This is an optimization exercise on Yosys and OpenROAD, whose aim is small area, not a production implementation. In this exercise RTL edits were held to simulation tests only and were not proved equivalent to the original. Power and IR drop assume default switching activity.

==> design/flow/config.mk <==
export PLATFORM = sky130hd
export DESIGN_NAME = hevc_rtp_depkt
export DESIGN_NICKNAME = hevc_rtp_depkt
export VERILOG_FILES = /design/flow/design.v
export SDC_FILE = /design/flow/constraint.sdc
export NUM_CORES = 4
export LEC_CHECK = 0
export CAP_MARGIN = 20
export CORE_MARGIN = 2
export CORE_UTILIZATION = 40
export SLEW_MARGIN = 20
==> design/flow/design.v <==
module hevc_rtp_depkt #(
    parameter FU_MAX_FRAGS = 32,
    parameter FU_MAX_BYTES = 16384
) (
    input  wire        clk,
    input  wire        rst,
    input  wire        in_valid,
    input  wire [7:0]  in_data,
    input  wire        in_last,
    input  wire        cfg_donl,
    input  wire        cfg_dond,
    input  wire        dp_reset,
    output reg         d_valid,
    output reg  [1:0]  d_kind,
    output reg         d_nalv,
    output reg         d_f,
    output reg  [5:0]  d_type,
    output reg  [5:0]  d_layer,
    output reg  [2:0]  d_tid,
    output reg         d_donl,
    output reg         d_dond,
    output reg  [15:0] d_len,
    output reg  [15:0] d_off,
    output reg  [15:0] d_cnt,
    output reg         r_valid,
    output reg  [3:0]  r_status,
    output reg  [18:0] r_hdrlen,
    output reg         r_p,
    output reg         r_x,
    output reg  [3:0]  r_cc,
    output reg         r_m,
    output reg  [6:0]  r_pt,
    output reg  [15:0] r_seq,
    output reg  [31:0] r_ts,
    output reg  [31:0] r_ssrc,
    output reg         r_nal_f,
    output reg  [5:0]  r_nal_type,
    output reg  [5:0]  r_nal_layer,
    output reg  [2:0]  r_nal_tid,
    output reg  [1:0]  r_pos,
    output reg  [5:0]  r_nfrag,
    output reg  [15:0] r_fragbytes
);
    localparam [3:0] ST_OK_SINGLE = 4'h1, ST_OK_AP = 4'h2, ST_AP_STOPPED = 4'h3,
                     ST_FU_START  = 4'h4, ST_FU_MIDDLE = 4'h5, ST_FU_DONE = 4'h6,
                     ST_FU_SEQ_RESET = 4'h7, ST_FU_OVERFLOW = 4'h8,
                     ST_PACI_DROPPED = 4'h9, ST_RSVD_DROPPED = 4'hA, ST_MALFORMED = 4'hB;
    localparam [1:0] P_NONE = 2'd0, P_START = 2'd1, P_MIDDLE = 2'd2;
    localparam [1:0] K_SINGLE = 2'd0, K_AP = 2'd1, K_FU = 2'd2;
    localparam [2:0] A_NEXT = 3'd0, A_DONL2 = 3'd1, A_SZH = 3'd2, A_SZL = 3'd3,
                     A_BODY = 3'd4, A_STOP = 3'd5;
    reg [15:0] pos;           
    reg [1:0]  hv;
    reg        hp, hx;
    reg [3:0]  hcc;
    reg        hm;
    reg [6:0]  hpt;
    reg [15:0] hseq;
    reg [31:0] hts;
    reg [31:0] hssrc;
    reg [15:0] extlen;
    reg        pk_donl, pk_dond;
    reg [7:0]  ph0, ph1;      
    reg [7:0]  fuh;           
    reg [2:0]  ap_st;
    reg        ap_first;
    reg [7:0]  sz_hi;
    reg [15:0] ap_size;
    reg [15:0] ap_rem;
    reg [15:0] ap_off;
    reg [7:0]  eb0, eb1;
    reg [15:0] bidx;          
    reg [1:0]  fu_pos;
    reg [5:0]  fu_nfrag;
    reg [15:0] fu_bytes;      
    reg [15:0] fu_udata;      
    reg [15:0] st_h;          
    reg        st_f;
    reg [5:0]  st_type;
    reg [5:0]  st_layer;
    reg [2:0]  st_tid;
    reg        st_donl, st_dond;
    wire        byte0   = (pos == 16'd0);
    wire [3:0]  cc_now  = byte0 ? in_data[3:0] : hcc;
    wire        x_now   = byte0 ? in_data[4]   : hx;
    wire [18:0] h0      = 19'd12 + {13'd0, cc_now, 2'b00};
    wire [18:0] pos19   = {3'd0, pos};
    wire        at_exthi = x_now && (pos19 == h0 + 19'd2);
    wire        at_extlo = x_now && (pos19 == h0 + 19'd3);
    wire [15:0] ext_now = at_extlo ? {extlen[15:8], in_data} : extlen;
    wire [18:0] hlen    = x_now ? (h0 + 19'd4 + {1'b0, ext_now, 2'b00}) : h0;
    wire        h_known = !x_now || (pos19 >= h0 + 19'd3);
    wire        at_ph0  = h_known && (pos19 == hlen);
    wire        at_ph1  = h_known && (pos19 == hlen + 19'd1);
    wire        in_pay  = h_known && (pos19 >= hlen + 19'd2);
    wire [7:0]  ph1_now = at_ph1 ? in_data : ph1;
    wire [5:0]  ptype   = ph0[6:1];
    wire        donl_now = byte0 ? cfg_donl : pk_donl;
    wire        v_ok    = (hv == 2'd2);
    wire        is_ap   = (ptype == 6'd48);
    wire        is_fu   = (ptype == 6'd49);
    wire [18:0] plen    = pos19 + 19'd1;
    wire [18:0] pre     = donl_now ? 19'd5 : 19'd3;
    wire        malformed =
           (plen < 19'd12)
        || (x_now && (plen < h0 + 19'd4))
        || (plen < hlen + 19'd2)
        || !v_ok
        || (is_fu && (plen < hlen + pre));
    wire [7:0]  fuh_now = (pos19 == hlen + 19'd2) ? in_data : fuh;
    wire        fu_s    = fuh_now[7];
    wire        fu_e    = fuh_now[6];
    wire [15:0] fu_dlen = plen[15:0] - hlen[15:0] - pre[15:0];   
    wire [15:0] fu_flen = plen[15:0] - pre[15:0];                
    wire [16:0] fu_bytes_sum = {1'b0, fu_bytes} + {1'b0, fu_flen};
    reg [2:0]  ap_st_n;
    reg        ap_first_n;
    reg        ap_emit;
    reg        ap_emit_nalv;
    reg [7:0]  ap_e0, ap_e1;
    wire       ap_active = v_ok && is_ap && in_pay;
    always @(*) begin
        ap_st_n      = ap_st;
        ap_first_n   = ap_first;
        ap_emit      = 1'b0;
        ap_emit_nalv = 1'b0;
        ap_e0        = eb0;
        ap_e1        = eb1;
        if (ap_active) begin
            case (ap_st)
                A_NEXT: begin
                    if (ap_first && pk_donl)
                        ap_st_n = A_DONL2;
                    else if (!ap_first && pk_dond)
                        ap_st_n = A_SZH;
                    else
                        ap_st_n = A_SZL;
                end
                A_DONL2: ap_st_n = A_SZH;
                A_SZH:   ap_st_n = A_SZL;
                A_SZL: begin
                    if ({sz_hi, in_data} == 16'd0)
                        ap_st_n = A_STOP;
                    else
                        ap_st_n = A_BODY;
                end
                A_BODY: begin
                    if (bidx == 16'd0) ap_e0 = in_data;
                    if (bidx == 16'd1) ap_e1 = in_data;
                    if (bidx == 16'd0 && ap_size >= 16'd2 && in_data[6:1] == 6'd48) begin
                        ap_st_n = A_STOP;                  
                    end else if (ap_rem == 16'd1) begin
                        ap_emit      = 1'b1;
                        ap_emit_nalv = (ap_size >= 16'd2);
                        ap_st_n      = A_NEXT;
                        ap_first_n   = 1'b0;
                    end
                end
                default: ap_st_n = A_STOP;
            endcase
        end
    end
    wire ap_szh_byte = ap_active &&
        ((ap_st == A_NEXT && !(ap_first && pk_donl) && !(!ap_first && pk_dond)) ||
         (ap_st == A_SZH));
    always @(posedge clk) begin
        if (rst) begin
            pos       <= 16'd0;
            ap_st     <= A_STOP;
            ap_first  <= 1'b1;
            fu_pos    <= P_NONE;
            fu_nfrag  <= 6'd0;
            fu_bytes  <= 16'd0;
            fu_udata  <= 16'd0;
            d_valid   <= 1'b0;
            r_valid   <= 1'b0;
        end else begin
            d_valid <= 1'b0;
            r_valid <= 1'b0;
            if (in_valid) begin
                if (byte0) begin
                    hv      <= in_data[7:6];
                    hp      <= in_data[5];
                    hx      <= in_data[4];
                    hcc     <= in_data[3:0];
                    pk_donl <= cfg_donl;
                    pk_dond <= cfg_dond;
                    ap_st   <= A_STOP;
                    ap_first <= 1'b1;
                end
                if (pos == 16'd1) begin
                    hm  <= in_data[7];
                    hpt <= in_data[6:0];
                end
                if (pos == 16'd2 || pos == 16'd3)
                    hseq <= {hseq[7:0], in_data};
                if (pos >= 16'd4 && pos <= 16'd7)
                    hts <= {hts[23:0], in_data};
                if (pos >= 16'd8 && pos <= 16'd11)
                    hssrc <= {hssrc[23:0], in_data};
                if (!byte0 && at_exthi)
                    extlen[15:8] <= in_data;
                if (!byte0 && at_extlo)
                    extlen[7:0] <= in_data;
                if (!byte0 && at_ph0)
                    ph0 <= in_data;
                if (!byte0 && at_ph1) begin
                    ph1      <= in_data;
                    ap_st    <= A_NEXT;
                    ap_first <= 1'b1;
                end
                if (!byte0 && h_known && pos19 == hlen + 19'd2)
                    fuh <= in_data;
                if (ap_active) begin
                    ap_st    <= ap_st_n;
                    ap_first <= ap_first_n;
                    eb0      <= ap_e0;
                    eb1      <= ap_e1;
                    if (ap_szh_byte)
                        sz_hi <= in_data;
                    if (ap_st == A_SZL) begin
                        ap_size <= {sz_hi, in_data};
                        ap_rem  <= {sz_hi, in_data};
                        ap_off  <= pos + 16'd1;
                        bidx    <= 16'd0;
                    end
                    if (ap_st == A_BODY) begin
                        ap_rem <= ap_rem - 16'd1;
                        bidx   <= bidx + 16'd1;
                    end
                    if (ap_emit) begin
                        d_valid <= 1'b1;
                        d_kind  <= K_AP;
                        d_nalv  <= ap_emit_nalv;
                        d_f     <= ap_emit_nalv ? ap_e0[7] : 1'b0;
                        d_type  <= ap_emit_nalv ? ap_e0[6:1] : 6'd0;
                        d_layer <= ap_emit_nalv ? {ap_e0[0], ap_e1[7:3]} : 6'd0;
                        d_tid   <= ap_emit_nalv ? ap_e1[2:0] : 3'd0;
                        d_donl  <= pk_donl;
                        d_dond  <= pk_dond;
                        d_len   <= hlen[15:0] + ap_size;
                        d_off   <= ap_off;
                        d_cnt   <= ap_size;
                    end
                end
                if (in_last) begin
                    pos      <= 16'd0;
                    r_valid  <= 1'b1;
                    r_hdrlen <= hlen;
                    r_p      <= hp;
                    r_x      <= hx;
                    r_cc     <= hcc;
                    r_m      <= hm;
                    r_pt     <= hpt;
                    r_seq    <= hseq;
                    r_ts     <= hts;
                    r_ssrc   <= (pos == 16'd11) ? {hssrc[23:0], in_data} : hssrc;
                    r_nal_f     <= ph0[7];
                    r_nal_type  <= ph0[6:1];
                    r_nal_layer <= {ph0[0], ph1_now[7:3]};
                    r_nal_tid   <= ph1_now[2:0];
                    r_pos       <= fu_pos;
                    r_nfrag     <= fu_nfrag;
                    r_fragbytes <= fu_bytes;
                    if (malformed) begin
                        r_status <= ST_MALFORMED;
                    end else if (ptype <= 6'd47) begin
                        r_status <= ST_OK_SINGLE;
                        d_valid  <= 1'b1;
                        d_kind   <= K_SINGLE;
                        d_nalv   <= 1'b1;
                        d_f      <= ph0[7];
                        d_type   <= ph0[6:1];
                        d_layer  <= {ph0[0], ph1_now[7:3]};
                        d_tid    <= ph1_now[2:0];
                        d_donl   <= pk_donl;
                        d_dond   <= pk_dond;
                        d_len    <= plen[15:0];
                        d_off    <= hlen[15:0];
                        d_cnt    <= plen[15:0] - hlen[15:0];
                    end else if (is_ap) begin
                        r_status <= (at_ph1 || ap_st_n == A_NEXT) ? ST_OK_AP : ST_AP_STOPPED;
                    end else if (is_fu) begin
                        if (fu_s) begin
                            if (fu_pos == P_NONE) begin
                                if ({3'd0, fu_flen} > FU_MAX_BYTES) begin
                                    r_status <= ST_FU_OVERFLOW;
                                end else begin
                                    r_status    <= ST_FU_START;
                                    fu_pos      <= P_START;
                                    fu_nfrag    <= 6'd1;
                                    fu_bytes    <= fu_flen;
                                    fu_udata    <= fu_dlen;
                                    st_h        <= hlen[15:0];
                                    st_f        <= ph0[7];
                                    st_type     <= fuh_now[5:0];
                                    st_layer    <= {ph0[0], ph1[7:3]};
                                    st_tid      <= ph1[2:0];
                                    st_donl     <= pk_donl;
                                    st_dond     <= pk_dond;
                                    r_pos       <= P_START;
                                    r_nfrag     <= 6'd1;
                                    r_fragbytes <= fu_flen;
                                end
                            end else begin
                                r_status <= ST_FU_SEQ_RESET;
                                fu_pos   <= P_NONE;
                                fu_nfrag <= 6'd0;
                                fu_bytes <= 16'd0;
                                fu_udata <= 16'd0;
                                r_pos       <= P_NONE;
                                r_nfrag     <= 6'd0;
                                r_fragbytes <= 16'd0;
                            end
                        end else if (fu_pos == P_NONE) begin
                            r_status <= ST_FU_SEQ_RESET;
                        end else if (fu_e) begin
                            r_status <= ST_FU_DONE;
                            fu_pos   <= P_NONE;
                            fu_nfrag <= 6'd0;
                            fu_bytes <= 16'd0;
                            fu_udata <= 16'd0;
                            r_pos       <= P_NONE;
                            r_nfrag     <= 6'd0;
                            r_fragbytes <= 16'd0;
                            d_valid  <= 1'b1;
                            d_kind   <= K_FU;
                            d_nalv   <= 1'b1;
                            d_f      <= st_f;
                            d_type   <= st_type;
                            d_layer  <= st_layer;
                            d_tid    <= st_tid;
                            d_donl   <= st_donl;
                            d_dond   <= st_dond;
                            d_len    <= st_h + fu_udata + fu_dlen;
                            d_off    <= hlen[15:0] + pre[15:0];
                            d_cnt    <= fu_dlen;
                        end else begin
                            if (({26'd0, fu_nfrag} + 32'd1 > FU_MAX_FRAGS) ||
                                ({15'd0, fu_bytes_sum} > FU_MAX_BYTES)) begin
                                r_status <= ST_FU_OVERFLOW;
                                fu_pos   <= P_NONE;
                                fu_nfrag <= 6'd0;
                                fu_bytes <= 16'd0;
                                fu_udata <= 16'd0;
                                r_pos       <= P_NONE;
                                r_nfrag     <= 6'd0;
                                r_fragbytes <= 16'd0;
                            end else begin
                                r_status <= ST_FU_MIDDLE;
                                fu_pos   <= P_MIDDLE;
                                fu_nfrag <= fu_nfrag + 6'd1;
                                fu_bytes <= fu_bytes_sum[15:0];
                                fu_udata <= fu_udata + fu_dlen;
                                r_pos       <= P_MIDDLE;
                                r_nfrag     <= fu_nfrag + 6'd1;
                                r_fragbytes <= fu_bytes_sum[15:0];
                            end
                        end
                    end else if (ptype == 6'd50) begin
                        r_status <= ST_PACI_DROPPED;
                    end else begin
                        r_status <= ST_RSVD_DROPPED;
                    end
                end else begin
                    pos <= pos + 16'd1;
                end
            end
            if (dp_reset) begin
                fu_pos   <= P_NONE;
                fu_nfrag <= 6'd0;
                fu_bytes <= 16'd0;
                fu_udata <= 16'd0;
            end
        end
    end
endmodule
==> design/flow/run.sh <==
#!/bin/bash
# synth_recipe.tcl (not shown) runs the flow's synth.tcl, then flattens the netlist and writes it again
# the make line also repeats each setting of config.mk as NAME=value (left out here)
make -C /OpenROAD-flow-scripts/flow DESIGN_CONFIG=/design/flow/config.mk WORK_HOME=/design/flow/orfs CLKGATE_MAP_FILE= SYNTH_SCRIPT=/design/flow/synth_recipe.tcl finish
==> design/flow/constraint.sdc <==
create_clock -name core_clock -period 12.0 [get_ports {clk}]
set_input_delay 2.4000 -clock core_clock [delete_from_list [all_inputs] [get_ports {clk}]]
set_output_delay 2.4000 -clock core_clock [all_outputs]
set_load 0.01 [all_outputs]
==> notes.md <==
## Yosys cell counts, types with 23 or more instances
master and instances:
sky130_fd_sc_hd__a32o_1 24, sky130_fd_sc_hd__or3_1 25, sky130_fd_sc_hd__a21oi_1 118, sky130_fd_sc_hd__edfxtp_1 482, sky130_fd_sc_hd__inv_1 142, sky130_fd_sc_hd__nand3_1 68, sky130_fd_sc_hd__o22ai_1 45, sky130_fd_sc_hd__a21o_1 42
sky130_fd_sc_hd__nor3_1 51, sky130_fd_sc_hd__a211oi_1 35, sky130_fd_sc_hd__nand4_1 28, sky130_fd_sc_hd__a22o_1 24, sky130_fd_sc_hd__nor2b_1 29, sky130_fd_sc_hd__and3_1 34, sky130_fd_sc_hd__nor2_1 143, sky130_fd_sc_hd__a22oi_1 38
sky130_fd_sc_hd__clkbuf_1 89, sky130_fd_sc_hd__xor2_1 59, sky130_fd_sc_hd__dfxtp_1 62, sky130_fd_sc_hd__nand2_1 125, sky130_fd_sc_hd__xnor2_1 89, sky130_fd_sc_hd__a221o_1 23, sky130_fd_sc_hd__o21ai_0 95, sky130_fd_sc_hd__mux2i_1 57
sky130_fd_sc_hd__mux2_2 74, sky130_fd_sc_hd__ha_1 135, sky130_fd_sc_hd__nor4_1 30
## registers in the layout, summed over array words and instances (netlist names), 16 cells and up
signal	cells
ap_size	16
d_len	16
extlen	16
d_off	16
pos	16
hssrc	32
ap_off	16
hseq	16
r_ts	32
r_fragbytes	16
fu_bytes	16
r_ssrc	32
bidx	16
fu_udata	16
r_seq	16
ap_rem	16
r_hdrlen	17
d_cnt	16
hts	32
## through the flow
stage	area (sq um)	util [%]
floorplan	29400	-
global placement	33400	45.9
detailed placement	33400	45.9
CTS	35400	48.6
global route	35400	48.6
finish	35400	48.6
## path summary, 6_finish.rpt
check,startpoint,slack [ps],end,cells past startpoint
setup / recovery,in_data[3],730,d_len[14]$_DFFE_PP_,35
hold / removal,hseq[14]$_DFFE_PP_,420,r_seq[14]$_DFFE_PP_,0
setup reg to reg,pos[0]$_SDFFE_PP0P_,1150,d_len[14]$_DFFE_PP_,41
hold reg to reg,hseq[14]$_DFFE_PP_,420,r_seq[14]$_DFFE_PP_,0
## metal layers
| metal | wire, um | track usage (%) |
|---|---|---|
| met2 | 46600 | 41.7 |
| met1 | 43400 | 36.0 |
| met5 | 13 | 0 |
| met4 | 3960 | 9.91 |
| met3 | 6780 | 3.81 |
## cells by family (layout without fill, tap and decap cells)
| group | count (synthesis) | after routing | share of synthesized area (%) |
|---|---|---|---|
| simple gates | 651 | 651 | 11.6 |
| mux | 131 | 131 | 4.77 |
| compound gates | 630 | 630 | 15.2 |
| xor+xnor | 149 | 149 | 4.48 |
| fa+ha+maj | 154 | 154 | 7.04 |
| flops | 544 | 544 | 53.4 |
| buf+inv | 260 | 593 | 3.49 |
| other cells | 2 | 4 | 0.0255 |
## area by class of cell
cell class              instances  area, sq um  share of cell area, %
flip-flops and latches        544        15700                   44.4
clock inverters                34          435                   1.23
well taps                     959         1200                   3.39
repair buffers                344         3200                   9.03
multi-input cells            1719        12800                   36.0
inverters                     142          534                   1.51
clock buffers                  73         1560                   4.41
## power groups by stage
| stage | registers (W) | logic, W | clock network, W |
|---|---|---|---|
| global route | 0.00209 | 0.000746 | 0.00198 |
| finish | 0.00209 | 0.000691 | 0.00188 |
| detailed placement | 0.00213 | 0.000678 | 0 |
| floorplan | 0.00214 | 0.000411 | 0 |
| CTS | 0.00209 | 0.000683 | 0.00192 |
| global placement | 0.00213 | 0.000670 | 0 |
## worst max-delay path: cells and delay by family
family	cells	cell delay, ps
AO/OA/AOI/OAI	12	3220
XOR/XNOR	3	770
adder cells (fa/ha/maj)	6	2080
buffers and inverters	6	1230
multiplexers	1	280
AND/OR/NAND/NOR	7	1790
==> notes.md <==
Run status
The run finished with no timing, DRC or antenna violations.

Setup path
The sort of element at the start of the critical path is an input port. The worst endpoint required time is 12480 ps. The endpoint class of the critical path is a flop.

The data arrival at the endpoint of the critical path is 11750 ps. The largest fanout of any net on the critical path is 8. On the critical path, the stage with the largest delay is an instance of sky130_fd_sc_hd__clkdlybuf4s50_1. The kind of critical path is input port to flop. The critical path's largest stage delay is 730 ps.

Synth
After synthesis, the cell types taking the most area are sky130_fd_sc_hd__edfxtp_1 49%, sky130_fd_sc_hd__ha_1 5.7%, sky130_fd_sc_hd__dfxtp_1 4.2%. The fraction of post-synthesis cell area in the top cell type by area is 49.2%. Of all cell types, the one taking the most synthesized area is sky130_fd_sc_hd__edfxtp_1. For this run, the register share of the synthesized area comes to 53.4%. The dominant register cell in the synthesized netlist is sky130_fd_sc_hd__edfxtp_1.

The synthesized design contains 482 enable-type register cells. The average instance in the mapped netlist occupies 11.7 sq um. The number of standard cells after synthesis is 2521. The count of synthesis-stage warnings from yosys is 1. The post-synthesis cell type count is 100. In this run, synthesis produced a sequential element count of 544. After synthesis, the share of flip-flops with an asynchronous set or reset is 0%. The cell area after technology mapping is 29400 sq um.

GRT
The global router's overall resource usage is 26.1%. The initial antenna violation count is 2. The first global-routing pass estimated 146000 um of wire. After global routing the overflow that remains totals 0. Entering global routing, the biggest net connects 61 pins.

The via count of the first global-routing pass is 22200.

Power
Per report_power, the sequential group accounts for 44.9% of the total. The part of the total power dissipated in the clock network is 40.3%. VDD sags by at most 0.000128 V. The internal power of the cells totals 0.00342 W. The analysis attributes to cell leakage a power of 13.1 nW.

The power density over the cells is 132 nW/um^2. In this run, the combinational gates consume 14.8% of the power. The net switching power figure is 0.00124 W. The overall power of the completed layout is 0.00466 W.

Net switching is 26.7% of the power.

Detailed routing
The average wire length per cell after detail routing is 26.4 um. After detailed routing, the total wire length is 101000 um. The detail-routed via count per cell is 5.96.

After detailed routing, the number of remaining DRC violations is 0. The number of optimization iterations in the first detailed-route pass is 6. The via count is 22700. The count of nets left with antenna violations once routing finished came out at 0. The detailed router finished its first iteration with 2171 violations.

STA
Static timing analysis puts the maximum clock frequency at 88.8 MHz. The final critical-path share of the clock period is 93.9%. The final number of hold-violating endpoints is 0. At the pin with the least slew margin, the transition time is 1020 ps. In the post-route analysis, the smallest setup slack over all paths is 734 ps. Setup repair after global routing left no endpoint under its margin. Counting I/O delays and the setup requirement, the final critical path takes 11270 ps. The worst hold margin is 415 ps. For the final routed database, the setup TNS stands at 0 ps.

The max-slew violation count is 0. Headroom to the max-slew limit came out at 31.8%. On the final layout, the worst clock skew is 52.1 ps. Setup violations remaining at the end of the flow were counted as 0.

Die
The number of rows created at floorplan is 99. The die area is 75700 sq um. The count of boundary I/O pins is 243. The total area inside the core boundary comes to 72800 sq um. Measured along the x axis, the die boundary spans 275 um. The initial utilization of the core area, before any placement, comes to 40.4%. The die is 275 um tall.

CTS
Gates resized during post-CTS repair numbered 0. The clock tree from TritonCTS is done. The TritonCTS sink count is 544. Clock-pin slew was measured on the worst setup and hold paths at 60 ps. The longest clock path from root to sink contains 3 buffers. The buffers inserted during post-CTS setup optimization is 0. TritonCTS created 60 clock buffers. The maximum level of the CTS H-tree is 2. The clock network latency to the later pin of the worst-skew pair is 680 ps. The root buffer selected by CTS is sky130_fd_sc_hd__clkbuf_16. In this run, post-CTS hold repair placed 0 buffers.

Flow run
The number of maximum-capacitance violations is 0.

Final layout
In the layout the commonest cells are 482 x sky130_fd_sc_hd__edfxtp_1, 240 x sky130_fd_sc_hd__clkdlybuf4s50_1, 141 x sky130_fd_sc_hd__inv_1. Fill cells in the final layout number 6497. The number of antenna diodes in the final layout is 0. The proportion of layout cells with a drive suffix above 1 is 11.4%.

The post-layout instance count excluding filler cells is 3815. The number of nets at the end of the flow is 2980. The area growth from synthesis to layout is 20.4%. The commonest non-fill, non-tap cell in the layout is sky130_fd_sc_hd__edfxtp_1.

Placement
Input and output buffers added on the ports amount to 240. In this run, placement finished with an instance count of 3708. OpenSTA, run right after detailed placement, puts the worst setup slack at 218 ps. The half-perimeter wire length after detailed placement is 74100 um.

The weighted congestion at the end of routability-driven global placement is 0.972.

Min path
The tightest min-delay check is of the flop to flop type.

## separate check: timing with driven ports
In the flow no input, the clock included, has a driving cell. The finished layout below was timed again as built, in two steps.
Step 1 (the two cells are an assumption about what drives the block):
set clk [get_ports {clk}]
set_driving_cell -lib_cell sky130_fd_sc_hd__clkbuf_16 $clk
set_driving_cell -lib_cell sky130_fd_sc_hd__buf_2 [delete_from_list [all_inputs] $clk]
Step 2 adds t to the input delays and takes it off the output delays; t is the mean of the earliest and latest rising clock arrival at the registers after step 1. Input paths then give back, and output paths get back, about the clock's delay inside the block.
Three values: ideal ports, drivers, drivers and shift; two values: the first two.
shift t [ns]: 0.717
slack for setup (ns): 0.734 / 0.770 / 0.053
worst hold slack (ns): 0.415 / 0.415 / 0.415
worst setup path at the end: input to register
slew at the worst register clock pin (ns): 0.07 / 0.07
After both steps this run still meets setup and hold. For this run, drivers alone change the setup slack by +0.036 ns; drivers and shift together by -0.681 ns.
